Context: an optimization exercise on an open-source flow, tuned for small area. The choices shown serve that exercise and are no tape-out recipe.
Where RTL was checked, it was by simulation tests only, not by an equivalence proof against the original.
Function not checked in run 5: the RTL went through the layout flow alone.
The clock port is modelled as an ideal driver; clocking choices that lean on that would not hold on a real chip.
Power is estimated from default activity; no workload was simulated.

==> flow/design.v <==
module simplecvm_decode (
    input  wire [7:0] op,
    output wire       legal
);
    assign legal = (op[7:5] == 3'd0) && (op[4:0] <= 5'h12);
endmodule
module simplecvm_alu (
    input  wire a,
    input  wire b,
    input  wire ci,
    output wire s,
    output wire co
);
    assign s  = a ^ b ^ ci;
    assign co = (a & b) | (a & ci) | (b & ci);
endmodule
module simplecvm_core (
    input  wire        clk,
    input  wire        rst,
    output reg         mem_req,
    input  wire        mem_gnt,
    output wire        mem_we,
    output wire        mem_wide,
    output wire [14:0] mem_addr,
    output wire [15:0] mem_wdata,
    input  wire        mem_rvalid,
    input  wire [15:0] mem_rdata,
    output wire        out_valid,
    output wire        out_chr,
    output wire [15:0] out_data,
    output wire        halted,
    output wire        faulted,
    output wire [2:0]  fault_cause,
    output wire [15:0] fault_pc,
    output wire [15:0] fault_info
);
    localparam S_FA    = 5'd0;    
    localparam S_FAW   = 5'd1;    
    localparam S_FB    = 5'd2;    
    localparam S_FBW   = 5'd3;
    localparam S_FC    = 5'd4;    
    localparam S_FCW   = 5'd5;
    localparam S_EX    = 5'd6;    
    localparam S_ALIGN = 5'd7;    
    localparam S_PASS  = 5'd8;    
    localparam S_CHK   = 5'd9;    
    localparam S_MREQ  = 5'd10;   
    localparam S_MWAIT = 5'd11;
    localparam S_STW   = 5'd12;   
    localparam S_NEXT  = 5'd13;   
    localparam S_HALT  = 5'd16;
    localparam S_F1    = 5'd17;   
    localparam S_F1D   = 5'd18;   
    localparam S_F2    = 5'd19;   
    localparam S_F3    = 5'd20;   
    localparam S_F4    = 5'd21;   
    reg  [4:0]  state;
    reg  [3:0]  ph;
    reg         init;             
    reg  [15:0] pc;
    reg  [15:0] x0, x1, x2, x3;   
    reg         fz, fn, fo;
    reg         cy;               
    reg  [4:0]  op;
    reg  [5:0]  rb;               
    reg  [15:0] w;
    wire [1:0]  lo = rb[1:0];
    wire [1:0]  hi = w[7:6];
    assign halted      = (state == S_HALT);
    assign faulted     = (state[4:3] == 2'b10) && (state[2:0] != 3'd0);
    assign fault_cause = (state == S_F2) ? 3'd2 :
                         (state == S_F3) ? 3'd3 :
                         (state == S_F4) ? 3'd4 : 3'd1;
    assign fault_pc    = pc;
    wire   f_fetch = (state == S_F1);
    assign fault_info  = {w[15] | f_fetch, w[14:0] & {15{~f_fetch}}};
    wire op_load   = (op == 5'h01);
    wire op_loadi  = (op == 5'h02);
    wire op_store  = (op == 5'h03);
    wire op_storei = (op == 5'h04);
    wire op_jmp    = (op >= 5'h05) && (op <= 5'h08);
    wire op_addi   = (op == 5'h09) || (op == 5'h0B);
    wire op_addr   = (op == 5'h0A) || (op == 5'h0C);
    wire op_sub    = (op == 5'h0B) || (op == 5'h0C);
    wire op_outw   = (op == 5'h0D) || (op == 5'h0E);
    wire op_outr   = (op == 5'h0F) || (op == 5'h10);
    wire op_outi   = (op == 5'h11) || (op == 5'h12);
    wire op_alu    = op_addi || op_addr;
    wire f4        = op_load || op_store || op_jmp || op_addi || op_outw;
    wire fmt_p    = op_loadi || op_storei || op_addr;
    wire copy_hi   = op_loadi || op_storei;
    wire copy_op   = copy_hi || op_outr || op_outi;
    wire packed_bad = (rb[5:2] != 4'd0);
    wire single_bad = packed_bad || (hi != 2'd0);
    reg  reg_bad;
    always @(*) begin
        if (fmt_p)
            reg_bad = packed_bad || (copy_hi ? !hi[1] : (lo[1] || hi[1]));
        else if (op_load)
            reg_bad = single_bad;
        else if (op_store || op_addi || op_outr)
            reg_bad = single_bad || lo[1];
        else if (op_outi)
            reg_bad = single_bad || !lo[1];
        else
            reg_bad = 1'b0;
    end
    wire        base_w = (state == S_EX) || (state == S_CHK) ||
                         (state == S_MREQ) || (state == S_STW);
    reg  [2:0]  off;
    always @(*) begin
        case (state)
            S_FB:    off = 3'd1;
            S_FC:    off = 3'd2;
            S_NEXT:  off = f4 ? 3'd4 : 3'd2;
            default: off = 3'd0;
        endcase
    end
    wire [15:0] aout = (base_w ? w : pc) + {13'd0, off};
    reg         f_oob;
    always @(*) begin
        case (state)
            S_FA:    f_oob = pc[15];
            S_FB:    f_oob = pc[15] || (&pc[14:0]);
            default: f_oob = pc[15] || ((&pc[14:2]) && (pc[1] || pc[0]));
        endcase
    end
    wire        w_oob = w[15] || (&w[14:0]);
    wire        ph0  = (ph == 4'd0) && !init;
    wire [1:0]  rsel = (state == S_ALIGN && copy_hi) ? hi : lo;
    reg  [15:0] rp;
    always @(*) begin
        case (rsel)
            2'd0: rp = x0;
            2'd1: rp = x1;
            2'd2: rp = x2;
            default: rp = x3;
        endcase
    end
    assign mem_addr  = aout[14:0];
    assign mem_wide  = (state != S_FA) && (state != S_FB);
    assign mem_we    = (state == S_STW);
    assign mem_wdata = rp;
    always @(*) begin
        case (state)
            S_FA, S_FB, S_FC: mem_req = !f_oob;
            S_MREQ:           mem_req = 1'b1;
            S_STW:            mem_req = ph0;
            default:          mem_req = 1'b0;
        endcase
    end
    assign out_valid = (state == S_NEXT) && (op >= 5'h0D);
    assign out_chr  = !op[0];
    assign out_data = {w[15:8] & {8{op[0]}}, w[7:0]};
    wire        pass_on = (state == S_PASS) || (state == S_ALIGN && ph0 && !copy_op);
    wire        first   = (ph == rb[5:2]);
    wire        last    = ((ph + 4'd1) == rb[5:2]);
    reg         b_lo, b_hi;
    always @(*) begin
        case (lo)
            2'd0: b_lo = x0[0];
            2'd1: b_lo = x1[0];
            2'd2: b_lo = x2[0];
            default: b_lo = x3[0];
        endcase
        case (hi)
            2'd0: b_hi = x0[0];
            2'd1: b_hi = x1[0];
            2'd2: b_hi = x2[0];
            default: b_hi = x3[0];
        endcase
    end
    wire        sa  = op_alu && b_lo;
    wire        sb  = (op_addr ? b_hi : w[ph]) ^ op_sub;
    wire        sci = first ? op_sub : cy;
    wire        ss, sco;
    simplecvm_alu u_alu (.a(sa), .b(sb), .ci(sci), .s(ss), .co(sco));
    wire        set_flags = op_alu || !lo[1];
    wire        wr  = pass_on || init;
    wire        wb  = ss && !init;
    always @(posedge clk) begin
        cy <= sco;
        x0 <= {(wr && (init || lo == 2'd0)) ? wb : x0[0], x0[15:1]};
        x1 <= {(wr && (init || lo == 2'd1)) ? wb : x1[0], x1[15:1]};
        x2 <= {(wr && (init || lo == 2'd2)) ? wb : x2[0], x2[15:1]};
        x3 <= {(wr && (init || lo == 2'd3)) ? wb : x3[0], x3[15:1]};
    end
    wire        legal_new;
    simplecvm_decode u_dec (.op(mem_rdata[7:0]), .legal(legal_new));
    wire        jump_taken = (op == 5'h05) || (op == 5'h06 && fz) ||
                             (op == 5'h07 && fn) || (op == 5'h08 && fo);
    always @(posedge clk) begin
        if (rst) begin
            state     <= S_FA;
            ph        <= 4'd0;
            init      <= 1'b1;
            pc        <= 16'h0000;
            fz        <= 1'b0;
            fn        <= 1'b0;
            fo        <= 1'b0;
        end else begin
            ph        <= ph + 4'd1;
            if (ph == 4'd15) init <= 1'b0;
            if (pass_on) begin
                if (set_flags) begin
                    fz <= (first || fz) && !ss;
                    if (ph == 4'd15) begin
                        fn <= ss;
                        if (op_alu) fo <= sci ^ sco;
                    end
                end
            end
            case (state)
                S_FA, S_FB, S_FC: begin
                    if (f_oob) state <= S_F1;
                    else if (mem_gnt) state <= state + 5'd1;
                end
                S_FAW: if (mem_rvalid) begin
                    op <= mem_rdata[4:0];
                    w  <= mem_rdata;
                    if (!legal_new) state <= S_F4;
                    else if (mem_rdata[4:0] == 5'h00) state <= S_HALT;
                    else state <= S_FB;
                end
                S_FBW: if (mem_rvalid) begin
                    rb <= mem_rdata[5:0];
                    w  <= mem_rdata;          
                    state <= f4 ? S_FC : S_EX;
                end
                S_FCW: if (mem_rvalid) begin
                    if (reg_bad) state <= S_F2;    
                    else begin
                        w <= mem_rdata;
                        state <= S_EX;
                    end
                end
                S_EX: begin
                    if (!f4 && reg_bad) state <= S_F2;
                    else if (op_store) state <= w_oob ? S_F1D : S_STW;
                    else if (op_jmp) begin
                        if (w[15]) state <= S_F3;
                        else if (jump_taken) begin pc <= aout; state <= S_FA; end
                        else state <= S_NEXT;
                    end else if (op_outw) state <= S_NEXT;
                    else state <= S_ALIGN;
                end
                S_ALIGN: if (ph0) begin
                    if (copy_op) begin
                        w <= rp;
                        state <= op_outr ? S_NEXT : S_CHK;
                    end else state <= S_PASS;
                end
                S_PASS: if (last) state <= S_NEXT;
                S_CHK: begin
                    if (w_oob) state <= S_F1D;
                    else if (op_storei) state <= S_STW;
                    else state <= S_MREQ;
                end
                S_MREQ: if (mem_gnt) state <= S_MWAIT;
                S_MWAIT: if (mem_rvalid) begin
                    w <= mem_rdata;
                    if (op_outi) state <= S_NEXT;
                    else begin
                        rb[5:2] <= ph + 4'd1;
                        state <= S_PASS;
                    end
                end
                S_STW: if (ph0 && mem_gnt) state <= S_NEXT;
                S_NEXT: begin
                    pc <= aout;
                    state <= S_FA;
                end
                default: ;    
            endcase
        end
    end
endmodule
==> flow/flow/run.sh <==
#!/bin/bash
# The standard layout (standard.sh), with these changes:
#  - after the standard synthesis, its combinational logic is mapped again
#    for area with Yosys/ABC (flow/reopt.tcl, flow/area.abc); every flip-flop
#    of the standard synthesis is kept as it is (instance, name, cell type);
#  - the smallest buffer on the ports;
#  - a clock tree of clkbuf_4 without dummy loads, in which the buffers that
#    drive too slow a clock edge are then made clkbuf_8 (flow/clkfix.tcl).
# Each tool's output goes to a log of its own here: synth.log, reopt.log,
# cts.log, clkfix.log, layout.log (and ORFS's own logs under orfs/logs/).
set -e
here=$(pwd)
bash standard.sh synth > synth.log 2>&1
res=$(ls -d orfs/results/*/*/base | head -1)
plat=$(basename $(dirname $(dirname $res)))
pdir=$FLOW_HOME/platforms/$plat
lib=$pdir/lib/sky130_fd_sc_hd__tt_025C_1v80.lib
cp $res/1_2_yosys.v synth_standard.v
export REOPT_LIB=$lib REOPT_IN=$here/synth_standard.v REOPT_OUT=$here/synth_reopt.v \
       REOPT_TOP=$FLOW_TOP REOPT_SCRIPT=$here/flow/area.abc REOPT_STAT=$here/reopt_stat.txt
export REOPT_SEQ="$(grep -oE 'sky130_fd_sc_hd__(df|edf|sdf|dl)[a-z0-9_]*' synth_standard.v | sort -u | tr '\n' ' ')"
export REOPT_DONT_USE="$(sed -n '/^export DONT_USE_CELLS/,/^#/p' $pdir/config.mk | grep -oE 'sky130_fd_sc_hd__[a-z0-9_]+' | tr '\n' ' ')"
${YOSYS_EXE:-yosys} -c flow/reopt.tcl > reopt.log 2>&1
cp synth_reopt.v $res/1_2_yosys.v
rm -f $res/1_synth.odb
export BUFFER_PORTS_ARGS="-buffer_cell sky130_fd_sc_hd__buf_1"
export CTS_ARGS="-sink_clustering_enable -repair_clock_nets -dont_use_dummy_load -buf_list sky130_fd_sc_hd__clkbuf_4"
bash standard.sh cts > cts.log 2>&1
CLKFIX_LIB=$lib CLKFIX_ODB=$here/$res/4_cts.odb CLKFIX_SDC=$here/$res/4_cts.sdc \
CLKFIX_RC=$pdir/setRC.tcl CLKFIX_SLEW=0.100 \
  openroad -no_init -exit flow/clkfix.tcl > clkfix.log 2>&1
bash standard.sh finish > layout.log 2>&1
==> flow/flow/area.abc <==
strash
dc2
dch -f
amap
strash
dc2
dch -f
amap
strash
dc2
dch -f
amap
strash
dc2
dch -f
amap
strash
dc2
dch -f
amap
strash
dc2
dch -f
amap
strash
dc2
dch -f
amap
strash
dc2
dch -f
amap
strash
dc2
dch -f
amap
strash
dc2
dch -f
amap
topo
==> flow/flow/clkfix.tcl <==
# Upsize the clock buffers whose flip-flops would see too slow a clock edge:
# each clkbuf_4 whose sinks' estimated slew is over CLKFIX_SLEW ns becomes a
# clkbuf_8, then the placement is legalized again.
read_liberty $::env(CLKFIX_LIB)
read_db $::env(CLKFIX_ODB)
read_sdc $::env(CLKFIX_SDC)
source $::env(CLKFIX_RC)
set_propagated_clock [all_clocks]
set limit $::env(CLKFIX_SLEW)
proc worst_sink_slew { net } {
  set w 0
  foreach p [get_pins -of_objects $net -filter "direction==input"] {
    set s [get_property $p slew_max]
    if { $s > $w } { set w $s }
  }
  return $w
}
for { set pass 0 } { $pass < 3 } { incr pass } {
  estimate_parasitics -placement
  set changed 0
  foreach inst [get_cells *] {
    if { [get_property $inst ref_name] ne "sky130_fd_sc_hd__clkbuf_4" } { continue }
    set out [get_pins -of_objects $inst -filter "direction==output"]
    set net [get_nets -of_objects $out]
    set s [worst_sink_slew $net]
    if { $s > $limit } {
      puts "clkfix: [get_full_name $inst] sink slew $s -> clkbuf_8"
      replace_cell $inst sky130_fd_sc_hd__clkbuf_8
      incr changed
    }
  }
  if { $changed == 0 } { break }
}
detailed_placement
check_placement
estimate_parasitics -placement
set w 0
foreach inst [get_cells *] {
  if { [string match "*df*" [get_property $inst ref_name]] } {
    set s [get_property [get_pins -of_objects $inst -filter "name==CLK"] slew_max]
    if { $s > $w } { set w $s }
  }
}
puts "clkfix: worst flip-flop clock slew (placement estimate) $w"
write_db $::env(CLKFIX_ODB)
==> flow/flow/reopt.tcl <==
# Re-map the combinational logic of the standard synthesis for area.
# The flip-flops are kept as they are: same instances, names and cell types.
yosys -import
set lib $::env(REOPT_LIB)
read_liberty -ignore_miss_func $lib
read_verilog $::env(REOPT_IN)
hierarchy -top $::env(REOPT_TOP)
foreach m [split $::env(REOPT_SEQ) " "] {
  if { $m ne "" } { setattr -mod -set keep_hierarchy 1 $m }
}
flatten
opt_clean -purge
set du {}
foreach c [split $::env(REOPT_DONT_USE) " "] {
  if { $c ne "" } { lappend du -dont_use $c }
}
abc -liberty $lib {*}$du -script $::env(REOPT_SCRIPT)
opt_clean -purge
splitnets
opt_clean -purge
hilomap -singleton -hicell sky130_fd_sc_hd__conb_1 HI -locell sky130_fd_sc_hd__conb_1 LO
insbuf -buf sky130_fd_sc_hd__buf_4 A X
opt_clean -purge
tee -o $::env(REOPT_STAT) stat -liberty $lib
select $::env(REOPT_TOP)
write_verilog -noattr -nohex -nodec -selected $::env(REOPT_OUT)
==> flow/standard.sh <==
#!/bin/bash
# synth_recipe.tcl (not shown) runs the flow's synth.tcl, then flattens the netlist and writes it again
# the make line also repeats each setting of config.mk as NAME=value (left out here)
make -C /OpenROAD-flow-scripts/flow DESIGN_CONFIG=/design/flow/config.mk WORK_HOME=/design/flow/orfs CLKGATE_MAP_FILE= SYNTH_SCRIPT=/design/flow/synth_recipe.tcl "${@:-finish}"
==> flow/config.mk <==
export PLATFORM = sky130hd
export DESIGN_NAME = simplecvm_core
export DESIGN_NICKNAME = simplecvm_core
export VERILOG_FILES = /design/flow/design.v
export SDC_FILE = /design/flow/constraint.sdc
export NUM_CORES = 4
export LEC_CHECK = 0
export ABC_AREA = 1
export CAP_MARGIN = 20
export CORE_MARGIN = 2
export CORE_UTILIZATION = 60
export GPL_TIMING_DRIVEN = 0
export SLEW_MARGIN = 20
==> flow/constraint.sdc <==
create_clock -name core_clock -period 8.0 [get_ports {clk}]
set_input_delay 1.6000 -clock core_clock [delete_from_list [all_inputs] [get_ports {clk}]]
set_output_delay 1.6000 -clock core_clock [all_outputs]
set_load 0.01 [all_outputs]
==> flow_summary.toml, run 1 <==
[power_and_ir_drop]
power.net_switching_uw = 619.3
power.internal_uw = 977.3
power_frac_seq_pct = 44.5
peakVddDrop_mv = 0.1519
sw_frac_of_total_pct = 38.79
leakagePower_uw = 0.002223
combPwrFrac_pct = 35.4
p_per_area_nw_per_um2 = 251.0
power_uw = 1597
power_frac_clock_pct = 20.2

[clock_tree]
cts_inserted_buffers = 17
clkTransAtPathRegs_ns = 0.10
cts_max_level = 4
cts_tree = "done"
insertion_delay_ns = 0.41
root_buffer = "clkbuf_4"
cts_sinks = 121
clockBufferDepth = 2

[run_status]
status = "finished clean"

[placement]
dpl.hpwl_um = 12410
placed_area_um2 = 6108
place_ws_ns = -0.2412
gp_congestion = 0.9381
port_buffers = 108

[routing]
wl_per_cell_um = 18.70
dr.pass1.iters = 5
drc = 0
detail-route-antenna-nets = 0
drt_iter0_markers = 518
vias_per_cell = 6.269
drt_wl_total_um = 16810
vias = 5636

[global_routing]
grt_pass1_vias = 5237
grt_pass1_wl_um = 26050
antenna_found_initial = 0
grt_max_degree = 23
grt.total_usage_pct = 33.56
grt.overflow.total = 0

[cells_and_area]
post-route-util_pct = 69.82
layout-drive-gt1-share_pct = 8.249
finish.instance_area_um2 = 6360
syn_to_final_growth_pct = 14.74
num_antenna_cells = 0
nNetsFinal = 810

[critical_path]
cp_data_arrival_time_ns = 5.84
critical_path_class = "flip-flop to output pin"
start_kind = "flip-flop"
critPathRequiredTime_ns = 6.40
cp_max_fo = 22
end_kind = "output pin"

[run]
drv_cap = 0

[timing]
clock_skew_ns = 0.02817
fin_hold_ws_ns = 0.3300
slew_viol_final = 0
tightest_slew_ns = 0.9949
fmax_mhz = 134.4
fin_ws_ns = 0.5611
slew_headroom_pct = 33.43
min_period_over_period_pct = 92.99
finalHoldViolCount = 0
period_minus_slack_ns = 7.439
setup_violations = 0

[floorplan]
dieArea_um2 = 10020
start_util_pct = 60.85
rows = 35
core_area_um2 = 9109
die_h_um = 100.1
die_w_um = 100.1
ios = 109

[min_path]
hold_path_class = "flip-flop to flip-flop"

[logic_synthesis]
ys_warn_count = 1
synth_fp_nets = 680
avgSynthCellArea_um2 = 8.398
syn_area_um2 = 5543
synthCells = 660
-- area by class of cell --
class	count	area (um^2)
Inverter	76	289.0
Sequential cell	121	2695
Multi-Input combinational cell	439	2469
Timing Repair Buffer	111	422.9
Fill cell	787	2749
Tap cell	111	138.9
Clock buffer	17	165.2
Buffer	24	180.2
-- state kept, by name, indices dropped and copies added, names as in the netlist --
name   count
rb         6
x2        16
op         5
fn         1
cy         1
w         16
x0        16
pc        16
init       1
x1        16
state      5
ph         4
x3        16
fz         1
fo         1
-- cell usage in the layout, fill, tap and decap left out, types with 6 or more instances in the layout --
master,n
o221a_1,16
o21ai_0,26
a211oi_1,6
edfxtp_1,27
nor4_1,10
o22ai_1,28
buf_4,25
clkbuf_4,11
nor3_1,13
clkbuf_8,6
nor2_2,7
nand2_1,58
buf_1,108
a222oi_1,15
nor2_1,138
a21oi_1,34
dfxtp_1,92
o22a_1,11
clkinv_1,72
nand3_1,7
a31oi_1,9
-- layer usage --
metal | vias to the layer above | track usage, % | wire length [um]
met5 | - | 0 | 0
met4 | 0 | 13.17 | 467
met3 | 53 | 7.521 | 1396
met2 | 308 | 55.67 | 8156
met1 | 2634 | 42.97 | 6788
li1 | 2641 | - | -
-- worst paths after layout --
check	start	end	slack, ns	depth (start not counted)
worst max-delay path	state[0]	mem_wdata[9]	0.56	13
worst min-delay path	x2[3]	x2[2]	0.33	0
worst max register to register	state[0]	w[5]	2.32	14
worst min register to register	x2[3]	x2[2]	0.33	0
-- stage by stage --
stage          cells  TNS (ns)
6_report         899         0
5_1_grt          899  -0.06920
4_1_cts          898         0
3_5_place_dp     881   -0.3082
3_3_place_gp     879         0
2_1_floorplan    660         0
-- what timing repair did --
item	CTS	global route
buffers inserted	0	1
pin swaps	0	1
hold buffers	0	0
endpoints found under the setup margin	4	4
resized for setup	4	17
-- power by group through the flow --
| stage | logic [uW] | clock network (uW) | registers [uW] |
|---|---|---|---|
| 3_3_place_gp | 517 | 0 | 717 |
| 3_5_place_dp | 530 | 0 | 717 |
| 6_report | 565 | 322 | 710 |
| 4_1_cts | 535 | 288 | 704 |
| 2_1_floorplan | 379 | 0 | 701 |
| 5_1_grt | 620 | 349 | 713 |
-- worst max-delay path, cell delays in order (launching register included) --
cell and delay, ns:
dfxtp_1 0.49, clkinv_1 0.22, nor2_1 0.31, nand2_1 0.14, nor2_2 0.71, clkinv_1 0.91, nor2_1 0.44, clkinv_1 0.16
o22ai_1 0.28, clkinv_1 0.34, nor2_1 0.82, a222oi_1 0.26, nand2_1 0.16, buf_1 0.16
==> run 2, diff against run 1 <==
==> flow/flow/area.abc (replaced) <==
strash
&get -n
&deepsyn -T 60
&put
dch -f
amap
strash
&get -n
&deepsyn -T 60
&put
dch -f
amap
strash
&get -n
&deepsyn -T 60
&put
dch -f
amap
strash
strash
dc2
dch -f
amap
strash
dc2
dch -f
amap
strash
dc2
dch -f
amap
strash
dc2
dch -f
amap
strash
dc2
dch -f
amap
strash
dc2
dch -f
amap
topo
--- a/flow/config.mk
+++ b/flow/config.mk
@@ -11,3 +11,2 @@
 export CORE_UTILIZATION = 60
-export GPL_TIMING_DRIVEN = 0
 export SLEW_MARGIN = 20
==> run 2 against run 1 <==
Area after synthesis fell by 0.20%. Critical path depth up 5. Non-clock buffer count down 20. Setup slack better by 0.75 ns. Register-to-register slack improved by 0.83 ns. Worst hold slack improved by 0.011 ns. Utilization is 2.7 points lower. Power is 14% lower. Clock skew rose by 0.0064 ns. Sequential power down 3%. First-iteration DRC count decreased by 15%. Sequential cell count did not move. Critical endpoint is now mem_addr[10]. Largest power group unchanged.
==> flow_summary.toml, run 2 <==
[routing]
dr.pass1.iters = 5
drc = 0
vias = 5750
wl_per_cell_um = 19.69
detail-route-antenna-nets = 0
drt_wl_total_um = 17440
vias_per_cell = 6.490
drt_iter0_markers = 439

[clock_tree]
cts.repair.resized = 0
clkTransAtPathRegs_ns = 0.10
cts_sinks = 121
root_buffer = "clkbuf_4"
clockBufferDepth = 2
cts_max_level = 4
insertion_delay_ns = 0.41
postCtsSetupBuffers = 0
cts_tree = "done"
ctsHoldBuffers = 0
cts_inserted_buffers = 17

[placement]
placed_cells = 869
place_ws_ns = 1.874
gp_congestion = 1.026
dpl.hpwl_um = 13130
port_buffers = 108
placed_area_um2 = 5948

[global_routing]
use_met3_pct = 8.287
grtUsageMet2_pct = 56.19
grt.overflow.total = 0
grtUsageMet1_pct = 44.55
grt_max_degree = 21
grt_pass1_wl_um = 26880
grt.total_usage_pct = 35.05
antenna_found_initial = 0
top_usage_layer = "met2"
grt_pass1_vias = 5269

[logic_synthesis]
avgSynthCellArea_um2 = 8.293
synth_fp_nets = 687
ys_warn_count = 1
syn_area_um2 = 5532
synthCells = 667

[floorplan]
die_h_um = 100.0
dieArea_um2 = 10000
core_area_um2 = 9109
ios = 109
die_w_um = 100.0
start_util_pct = 60.73
rows = 35

[timing]
clock_skew_ns = 0.03459
fmax_mhz = 149.6
tightest_slew_ns = 0.7627
fin_ws_ns = 1.314
tns_ns = 0
min_period_over_period_pct = 83.57
rsz0062_at_grt = "false"
finalHoldViolCount = 0
slew_viol_final = 0
setup_violations = 0
slew_headroom_pct = 48.81
fin_hold_ws_ns = 0.3410
period_minus_slack_ns = 6.686

[power_and_ir_drop]
power.net_switching_uw = 487.1
peakVddDrop_mv = 0.1869
leakagePower_uw = 0.001992
combPwrFrac_pct = 25.7
sw_frac_of_total_pct = 35.48
power.internal_uw = 885.6
power_frac_clock_pct = 24.0
power_frac_seq_pct = 50.3
p_per_area_nw_per_um2 = 224.5

[cells_and_area]
layout-drive-gt1-share_pct = 3.097
syn_to_final_growth_pct = 10.52
num_antenna_cells = 0
mostFrequentLayoutCells = "clkinv_1, nor2_1, buf_1"
stdcell_count = 886
nNetsFinal = 797
mostFrequentLayoutCell = "clkinv_1"
finish.instance_area_um2 = 6113

[critical_path]
critical_path_class = "flip-flop to output pin"
r2r_start = "op[0]"
cp_max_fo = 12
critPathRequiredTime_ns = 6.40
start_kind = "flip-flop"
crit_start = "op[0]"
end_kind = "output pin"
cp_data_arrival_time_ns = 5.09

[run_status]
status = "finished clean"

[min_path]
hold_path_class = "flip-flop to flip-flop"
worstHoldStart = "x0[13]"

[run]
drv_cap = 0
[run 2: per-stage QoR]
stage	util, %	total power (uW)
global route	67.12	1425
floorplan	-	923.0
global placement	65.30	1047
detailed placement	65.30	1045
finish	67.12	1373
CTS	66.70	1326
[run 2: critical path, stage by stage (launching register included)]
cell and delay [ns]:
edfxtp_1 0.45, clkinv_1 0.48, nand2_1 0.32, nor2_1 0.08, clkinv_1 0.09, nor3_1 0.05
a311oi_1 0.65, nand2_1 0.15, nor2_1 0.19, nor2_1 0.13, nor2_1 0.15, o21bai_1 0.13
or2_0 0.38, nor2_1 0.28, nand2_1 0.11, nor4_1 0.45, nor2_1 0.08, o32ai_1 0.33
buf_1 0.19
[run 2: routing by layer]
| metal | vias up | share of wire (%) |
|---|---|---|
| li1 | 2564 | - |
| met1 | 2700 | 39 |
| met2 | 403 | 47 |
| met3 | 83 | 9.9 |
| met4 | 0 | 4.1 |
| met5 | - | 0 |
[run 2: power groups by stage]
stage               clock network [uW]  registers [uW]  logic (uW)
CTS                                293             689         344
global placement                     0             702         345
detailed placement                   0             703         342
global route                       352             693         380
finish                             329             691         353
floorplan                            0             689         234
[run 2: final timing paths]
path / endpoint / slack (ns) / depth (start not counted)
hold reg to reg: x0[12] / 0.34 / 0
hold / removal: x0[12] / 0.34 / 0
setup / recovery: mem_addr[10] / 1.31 / 18
setup reg to reg: pc[10] / 3.15 / 19
[run 2: cell type report]
type / count / area (um^2)
sequential: 121 / 2693
inverter: 121 / 454.2
tap: 111 / 138.9
fill: 791 / 2995
timing repair buffer: 115 / 457.9
clock buffer: 17 / 165.2
multi-input combinational: 401 / 2205
==> run 3, diff against run 2 <==
==> flow/flow/area.abc (replaced) <==
strash
dc2
dch -f
amap
strash
dc2
dch -f
amap
strash
dc2
dch -f
amap
strash
dc2
dch -f
amap
strash
dc2
dch -f
amap
strash
dc2
dch -f
amap
strash
dc2
dch -f
amap
strash
dc2
dch -f
amap
strash
dc2
dch -f
amap
strash
dc2
dch -f
amap
topo
==> run 3 against run 2 <==
Largest cell class unchanged. Via count is 3.3% lower. Setup slack worse by 0.73 ns. Sequential cell count stayed put. Synthesized cell count is 1.0% lower. Critical endpoint is now mem_addr[14]. Critical path depth is 15 higher. Largest power group unchanged. Sequential share of layout area is 0.45 points lower. Global-route usage is 1.9 points lower. Clock power is 2% lower.
==> flow_summary.toml, run 3 <==
[floorplan]
rows = 35
die_w_um = 100.1
start_util_pct = 60.85
core_area_um2 = 9109
ios = 109
die_h_um = 100.1
dieArea_um2 = 10020

[critical_path]
r2r_start = "state[2]"
r2r-end = "pc[14]"
cp_common_cell = "nor2_1"
cp_slowest_stage_delay_ns = 0.58
cp_max_fo = 18
slowest_stage = "dfxtp_1"
end_kind = "output pin"
worst-r2r-setup-slack_ns = 2.35
critical_path.endpoint = "mem_addr[14]"
cp_data_arrival_time_ns = 5.82
critical_path_class = "flip-flop to output pin"
reg2reg_depth = 33
critPathRequiredTime_ns = 6.40
crit_start = "state[2]"
start_kind = "flip-flop"

[routing]
vias_per_cell = 6.318
drc = 0
drt_iter0_markers = 578
vias = 5560
wl_per_cell_um = 18.98
detail-route-antenna-nets = 0
drt_wl_total_um = 16700
dr.pass1.iters = 5

[clock_tree]
insertion_delay_ns = 0.40
cts_inserted_buffers = 17
cts_max_level = 4
clockBufferDepth = 2
cts_tree = "done"
ctsHoldBuffers = 0
cts_sinks = 121
clkTransAtPathRegs_ns = 0.09
root_buffer = "clkbuf_4"

[placement]
port_buffers = 108
placed_area_um2 = 5951
dpl.hpwl_um = 12440
placed_cells = 860
gp_congestion = 0.9927

[cells_and_area]
num_antenna_cells = 0
syn_to_final_growth_pct = 11.49
fillers = 778
finish.instance_area_um2 = 6180
nNetsFinal = 791
layout-drive-gt1-share_pct = 4.811
mostFrequentLayoutCell = "nor2_1"
stdcell_count = 880
mostFrequentLayoutCells = "nor2_1, buf_1, dfxtp_1"

[timing]
finalHoldViolCount = 0
fin_hold_ws_ns = 0.3291
tightest_slew_ns = 1.031
slew_viol_final = 0
clock_skew_ns = 0.03681
tns_ns = 0
min_period_over_period_pct = 92.72
setup_violations = 0
fmax_mhz = 134.8
period_minus_slack_ns = 7.417
slew_headroom_pct = 30.99

[global_routing]
grt_pass1_vias = 5030
grt.total_usage_pct = 33.19
grt.overflow.total = 0
grt_pass1_wl_um = 25760
grt_max_degree = 23
antenna_found_initial = 0

[logic_synthesis]
syn_area_um2 = 5543
avgSynthCellArea_um2 = 8.398
synth_fp_nets = 680
synthCells = 660
ys_warn_count = 1

[power_and_ir_drop]
power_uw = 1588
p_per_area_nw_per_um2 = 257.0
peakVddDrop_mv = 0.1657
leakagePower_uw = 0.002105

[min_path]
hold_path_class = "flip-flop to flip-flop"

[run_status]
status = "finished clean"

[run]
drv_cap = 0
run 3: metal layers:
| metal | up-vias | routed length (um) | part of all wire [%] | global-route usage (%) |
|---|---|---|---|---|
| met5 | - | 0 | 0 | 0 |
| met4 | 0 | 473 | 2.8 | 13.07 |
| met3 | 37 | 1691 | 10 | 7.033 |
| met2 | 346 | 7940 | 48 | 53.64 |
| met1 | 2592 | 6598 | 39 | 43.94 |
| li1 | 2585 | - | - | - |
run 3: cell type report:
type / instances / area, um^2 / share of cell area (%)
inverter: 76 / 289.0 / 4.677
sequential: 121 / 2694 / 43.59
timing repair buffer: 116 / 469.2 / 7.593
multi-input combinational: 439 / 2430 / 39.32
clock buffer: 17 / 158.9 / 2.571
tap: 111 / 138.9 / 2.247
run 3: power by group:
part / total, uW / leakage [uW] / internal, uW / switching (uW)
logic: 561 / 0.00101 / 181 / 380
registers: 706 / 0.00100 / 661 / 44.5
clock network: 321 / 0.0000912 / 125 / 196
total: 1590 / 0.00210 / 967 / 620
run 3: what timing repair did:
action / 4_1_cts / 5_1_grt
endpoints found under the setup margin: 1 / 3
hold endpoints to repair: 0 / 0
buffers inserted: 0 / 3
gates resized for setup: 1 / 11
run 3: how the worst min path moves through the flow:
stage | endpoint | slack [ns] | start | cells after the start
after floorplan | x0[0] | 0.33 | x0[1] | 0
after global placement | x1[0] | 0.33 | x1[1] | 0
after detailed placement | x2[5] | 0.34 | x2[6] | 0
after CTS | x0[2] | 0.31 | x0[3] | 0
after global routing | x1[0] | 0.33 | x1[1] | 0
final | x1[0] | 0.33 | x1[1] | 0
run 3: critical path: cells and delay by family, from the launching register on:
family / cells / cell delay, ns
flip-flops: 1 / 0.58
AND/OR/NAND/NOR: 17 / 2.47
AO/OA/AOI/OAI: 4 / 0.77
buffers and inverters: 12 / 1.65
run 3: metrics by stage:
step,util [%],setup slack [ns]
after CTS,66.80,0.1172
final,67.84,0.5826
after detailed placement,65.33,0.5314
after global placement,65.33,0.9916
after floorplan,-,1.254
after global routing,67.84,-0.06876
==> run 4, diff against run 3 <==
--- a/flow/flow/area.abc
+++ b/flow/flow/area.abc
@@ -1 +1,5 @@
+strash
+&get -n
+&deepsyn -T 120
+&put
 strash
==> run 4 against run 3 <==
Still clean on timing, DRC and antenna. Clock-buffer cell count unchanged. Wire length down 1.3%. Cell area down 2.1%. Worst hold slack better by 0.0095 ns. Global-route usage up 0.18 points. Sequential share of layout area up 0.91 points. Via count down 1.2%. Maximum frequency up 12%. Non-clock buffer count down 2. Clock skew down 0.0070 ns. Cell count down 1.5%. Critical endpoint is now mem_wdata[4].
==> flow_summary.toml, run 4 <==
[timing]
slew_headroom_pct = 33.84
fmax_mhz = 150.8
min_period_over_period_pct = 82.90
rsz0062_at_grt = "false"
clock_skew_ns = 0.02985
setup_violations = 0
tns_ns = 0
fin_ws_ns = 1.368
finalHoldViolCount = 0
tightest_slew_ns = 0.9887
period_minus_slack_ns = 6.632
fin_hold_ws_ns = 0.3386
slew_viol_final = 0

[critical_path]
cp_common_cell = "clkinv_1"
critical_path_class = "flip-flop to output pin"
start_kind = "flip-flop"
path_cells = "clkinv_1 -> nor2_1 -> a31oi_1 -> o21ai_0 -> o21ai_0 -> nor3_1 -> clkinv_1 -> a32oi_1 -> clkinv_1 -> nor3_1 -> buf_4 -> clkinv_1 -> o221ai_1 -> clkinv_1 -> buf_1"
cp_max_fo = 14
end_kind = "output pin"
cp_data_arrival_time_ns = 5.03
slowest_stage = "nor2_1"
worst-path-buf-inv = 7
cp_slowest_stage_delay_ns = 0.49
critPathRequiredTime_ns = 6.40
crit_family = "buffers and inverters"

[cells_and_area]
stdcell_count = 867
mostFrequentLayoutCells = "buf_1, nor2_1, clkinv_1"
mostFrequentLayoutCell = "buf_1"
syn_to_final_growth_pct = 10.36
fillers = 777
num_antenna_cells = 0
layout-drive-gt1-share_pct = 3.294
nNetsFinal = 781

[clock_tree]
cts_sinks = 121
ctsHoldBuffers = 0
cts_inserted_buffers = 17
postCtsSetupBuffers = 0
root_buffer = "clkbuf_4"
cts_tree = "done"
cts_max_level = 4
clkTransAtPathRegs_ns = 0.09
clockBufferDepth = 2
insertion_delay_ns = 0.41
cts.repair.resized = 0

[power_and_ir_drop]
leakagePower_uw = 0.002000
power_uw = 1425
p_per_area_nw_per_um2 = 235.5
peakVddDrop_mv = 0.1448

[floorplan]
start_util_pct = 62.26
dieArea_um2 = 9918
die_h_um = 99.59
ios = 109
core_area_um2 = 8806
die_w_um = 99.59
rows = 34

[routing]
dr.pass1.iters = 5
wl_per_cell_um = 19.02
vias = 5491
drt_iter0_markers = 508
vias_per_cell = 6.333
detail-route-antenna-nets = 0
drt_wl_total_um = 16490
drc = 0

[placement]
place_ws_ns = 1.793
gp_congestion = 0.9609
port_buffers = 108
placed_cells = 849
dpl.hpwl_um = 12670

[global_routing]
grt.total_usage_pct = 33.37
antenna_found_initial = 0
grt_max_degree = 21
grt_pass1_vias = 5122
grt_pass1_wl_um = 25890
grt.overflow.total = 0

[min_path]
hold_path_class = "flip-flop to flip-flop"

[logic_synthesis]
synthCells = 652
synth_fp_nets = 672
ys_warn_count = 1
syn_area_um2 = 5483
avgSynthCellArea_um2 = 8.409

[run]
drv_cap = 0

[run_status]
status = "finished clean"
run 4: worst register-to-register path: stages (launching register included):
cell and delay, ns:
edfxtp_1 0.47, clkinv_1 0.44, nor2_1 0.49, a31oi_1 0.14, o21ai_0 0.20, o21ai_0 0.22
nor3_1 0.37, clkinv_1 0.16, a32oi_1 0.47, clkinv_1 0.48, nor3_1 0.27, buf_4 0.25
clkinv_1 0.14, o221ai_1 0.31, o22ai_1 0.18
run 4: path summary, 6_finish.rpt:
| kind | start | to | slack [ns] | cells after the start |
|---|---|---|---|---|
| worst min-delay path | x0[5] | x0[4] | 0.34 | 0 |
| worst max-delay path | op[0] | mem_wdata[4] | 1.37 | 15 |
| worst max register to register | op[0] | w[4] | 3.15 | 14 |
| worst min register to register | x0[5] | x0[4] | 0.34 | 0 |
run 4: power breakdown:
part | leakage (uW) | internal, uW | switching [uW]
combinational | 0.000907 | 121 | 284
clock | 0.0000886 | 120 | 198
sequential | 0.00100 | 660 | 41.2
run 4: metal layers:
layer	global-route usage [%]	vias to the layer above	wire length [um]
li1	-	2530	-
met1	43.34	2550	6612
met2	54.52	362	7820
met3	6.817	49	1594
met4	14.01	0	463
met5	0	-	0
run 4: through the flow:
stage               utilization, %  area [um^2]
floorplan                        -         5483
global placement             66.89         5891
detailed placement           66.89         5891
CTS                          68.34         6018
global route                 68.71         6051
finish                       68.71         6051
run 4: area by class of cell:
cell class	count	area, um^2	area share, %
clock buffer	17	152.6	2.523
inverter	95	356.6	5.893
timing repair buffer	114	450.4	7.444
tap	108	135.1	2.233
multi-input combinational	412	2263	37.41
sequential	121	2693	44.50
==> run 5, diff against run 4 <==
--- a/flow/design.v
+++ b/flow/design.v
@@ -119,11 +119,4 @@
     wire [15:0] aout = (base_w ? w : pc) + {13'd0, off};
-    reg         f_oob;
-    always @(*) begin
-        case (state)
-            S_FA:    f_oob = pc[15];
-            S_FB:    f_oob = pc[15] || (&pc[14:0]);
-            default: f_oob = pc[15] || ((&pc[14:2]) && (pc[1] || pc[0]));
-        endcase
-    end
-    wire        w_oob = w[15] || (&w[14:0]);
+    wire        wide = (state == S_FC) || base_w;
+    wire        oob  = aout[15] || (wide && (aout[14:0] == 15'h7FFF));
     wire        ph0  = (ph == 4'd0) && !init;
@@ -145,3 +138,3 @@
         case (state)
-            S_FA, S_FB, S_FC: mem_req = !f_oob;
+            S_FA, S_FB, S_FC: mem_req = !oob;
             S_MREQ:           mem_req = 1'b1;
@@ -214,3 +207,3 @@
                 S_FA, S_FB, S_FC: begin
-                    if (f_oob) state <= S_F1;
+                    if (oob) state <= S_F1;
                     else if (mem_gnt) state <= state + 5'd1;
@@ -238,3 +231,3 @@
                     if (!f4 && reg_bad) state <= S_F2;
-                    else if (op_store) state <= w_oob ? S_F1D : S_STW;
+                    else if (op_store) state <= oob ? S_F1D : S_STW;
                     else if (op_jmp) begin
@@ -254,3 +247,3 @@
                 S_CHK: begin
-                    if (w_oob) state <= S_F1D;
+                    if (oob) state <= S_F1D;
                     else if (op_storei) state <= S_STW;
==> flow/flow/area.abc (replaced) <==
strash
dc2
dch -f
amap
strash
dc2
dch -f
amap
strash
dc2
dch -f
amap
strash
dc2
dch -f
amap
strash
dc2
dch -f
amap
strash
dc2
dch -f
amap
topo
==> run 5 against run 4 <==
Still clean on timing, DRC and antenna. Power grew 6.3%. Global-route usage increased by 0.10 points. Via count increased by 1.2%. Combinational power up 22%. Critical path depth rose by 29. Critical endpoint is now mem_req. Largest cell class unchanged. Highest routed layer unchanged.
==> flow_summary.toml, run 5 <==
[timing]
slew_viol_final = 0
min_period_over_period_pct = 93.73
setup_violations = 0
clock_skew_ns = 0.02959
fmax_mhz = 133.4
period_minus_slack_ns = 7.498
finalHoldViolCount = 0
slew_headroom_pct = 23.16
fin_hold_ws_ns = 0.3364
tightest_slew_ns = 1.150

[power_and_ir_drop]
power_frac_seq_pct = 46.9
p_per_area_nw_per_um2 = 239.9
power.net_switching_uw = 562.4
combPwrFrac_pct = 32.7
peakVddDrop_mv = 0.1787
leakagePower_uw = 0.002233
power_frac_clock_pct = 20.4
power.internal_uw = 952.6
sw_frac_of_total_pct = 37.12

[global_routing]
antenna_found_initial = 0
grt_max_degree = 22
grt_pass1_wl_um = 26070
grt.total_usage_pct = 33.47
grt_pass1_vias = 5186
grt.overflow.total = 0

[clock_tree]
cts_max_level = 4
root_buffer = "clkbuf_4"
cts_tree = "done"
clkTransAtPathRegs_ns = 0.10
clockBufferDepth = 2
ctsHoldBuffers = 0
cts_inserted_buffers = 17
cts_sinks = 121
insertion_delay_ns = 0.40

[floorplan]
core_area_um2 = 8806
die_w_um = 99.70
die_h_um = 99.70
rows = 34
ios = 109
dieArea_um2 = 9940
start_util_pct = 62.40

[critical_path]
critical_path_class = "flip-flop to output pin"
cp_common_cell = "clkinv_1"
slowest_stage = "edfxtp_1"
cp_data_arrival_time_ns = 5.90
critPathRequiredTime_ns = 6.40
cp_max_fo = 5
cp_slowest_stage_delay_ns = 0.44
end_kind = "output pin"
start_kind = "flip-flop"
worst-path-buf-inv = 15
crit_family = "simple AND/OR/NAND/NOR gates"

[routing]
wl_per_cell_um = 18.97
detail-route-antenna-nets = 0
drt_iter0_markers = 524
vias_per_cell = 6.292
dr.pass1.iters = 6
drt_wl_total_um = 16750
vias = 5556
drc = 0

[placement]
port_buffers = 108
dpl.hpwl_um = 12480
gp_congestion = 0.9674
placed_cells = 854
placed_area_um2 = 5963

[run_status]
status = "finished clean"

[cells_and_area]
stdcell_count = 883
nNetsFinal = 797
syn_to_final_growth_pct = 14.91
num_antenna_cells = 0
finish.instance_area_um2 = 6315
multi_input_comb_area_um2 = 2426
seq_area_um2 = 2700
fillers = 709
mostFrequentLayoutCells = "nor2_1, buf_1, dfxtp_1"
mostFrequentLayoutCell = "nor2_1"
layout-drive-gt1-share_pct = 9.935

[min_path]
hold_path_class = "flip-flop to flip-flop"

[logic_synthesis]
syn_area_um2 = 5495
avgSynthCellArea_um2 = 8.454
synth_fp_nets = 670
ys_warn_count = 1
synthCells = 650

[run]
drv_cap = 0
==> run 5: per-layer routing <==
metal | global-route usage (%) | up-vias | wire, um
li1 | - | 2572 | -
met1 | 43.23 | 2585 | 6649
met2 | 54.11 | 326 | 7958
met3 | 6.114 | 73 | 1452
met4 | 16.75 | 0 | 691
met5 | 0 | - | 0
==> run 5: final cells by class <==
type / instances / area share [%]
clock buffer: 17 / 2.318
sequential: 121 / 42.76
inverter: 81 / 4.973
multi-input combinational: 424 / 38.42
timing repair buffer: 132 / 9.392
tap: 108 / 2.140
==> run 5: final timing paths <==
path / to / slack [ns] / cells after the start / from
max: mem_req / 0.50 / 44 / op[4]
min reg2reg: x0[1] / 0.34 / 0 / x0[2]
max reg2reg: state[4] / 1.32 / 47 / op[4]
min: x0[1] / 0.34 / 0 / x0[2]
==> run 5: per-stage QoR <==
step	total power [uW]	setup WS [ns]	utilization (%)	TNS [ns]
2_1_floorplan	1017	0.04321	-	0
3_3_place_gp	1156	0.5067	67.72	0
3_5_place_dp	1163	0.2387	67.72	0
4_1_cts	1454	0.003185	69.76	0
5_1_grt	1585	-0.02822	71.71	-0.02822
6_report	1515	0.5017	71.71	0
==> run 5: worst reg2reg max path: cells and delay by family, from the launching register on <==
| kind | cells | cell delay [ns] |
|---|---|---|
| AOI/OAI and AO/OA | 8 | 1.58 |
| and+or+nand+nor | 25 | 3.18 |
| buffers and inverters | 14 | 1.44 |
| DFF | 1 | 0.44 |
==> run 5: power by group through the flow <==
| stage | Combinational (uW) | Sequential (uW) | Clock (uW) |
|---|---|---|---|
| 3_5_place_dp | 447 | 716 | 0 |
| 5_1_grt | 540 | 715 | 330 |
| 4_1_cts | 458 | 704 | 291 |
| 3_3_place_gp | 441 | 715 | 0 |
| 6_report | 495 | 711 | 309 |
| 2_1_floorplan | 314 | 703 | 0 |
==> run 5: what timing repair did <==
item	CTS	global route
buffers inserted	4	7
pin swaps	0	3
resized for setup	8	35
endpoints found under the setup margin	1	2

==> re-timing with driven ports <==
How much do the figures lean on ideal ports? The routed layouts below were timed once more, with nothing changed but the port constraints. Step 1, drivers: a clkbuf_16 drives clk and a buf_2 each remaining input, both assumed. Step 2 moves the port delays by t, midway between the first and last clock arrival at a register: inputs arrive t later, outputs are due t later. That takes back most of the time a late clock gives input paths. Slacks: ideal / step 1 / step 2; pairs: ideal / step 1.
| run | t (ns) | slack for setup (ns) | latest minus earliest clock arrival (ns) | worst slew at a driven data input, ns | pins driven straight from the clock port |
|---|---|---|---|---|---|
| run 1 | 0.426 | 0.561 / 0.527 / 0.954 | 0.030 / 0.029 | 0.03 | 1 |
| run 2 | 0.434 | 1.314 / 1.277 / 1.712 | 0.035 / 0.035 | 0.04 | 1 |
| run 3 | 0.412 | 0.583 / 0.551 / 0.963 | 0.042 / 0.042 | 0.04 | 1 |
| run 4 | 0.425 | 1.368 / 1.337 / 1.762 | 0.030 / 0.030 | 0.03 | 1 |
| run 5 | 0.419 | 0.502 / 0.465 / 0.884 | 0.030 / 0.030 | 0.04 | 1 |
After both steps every run listed still meets setup and hold.
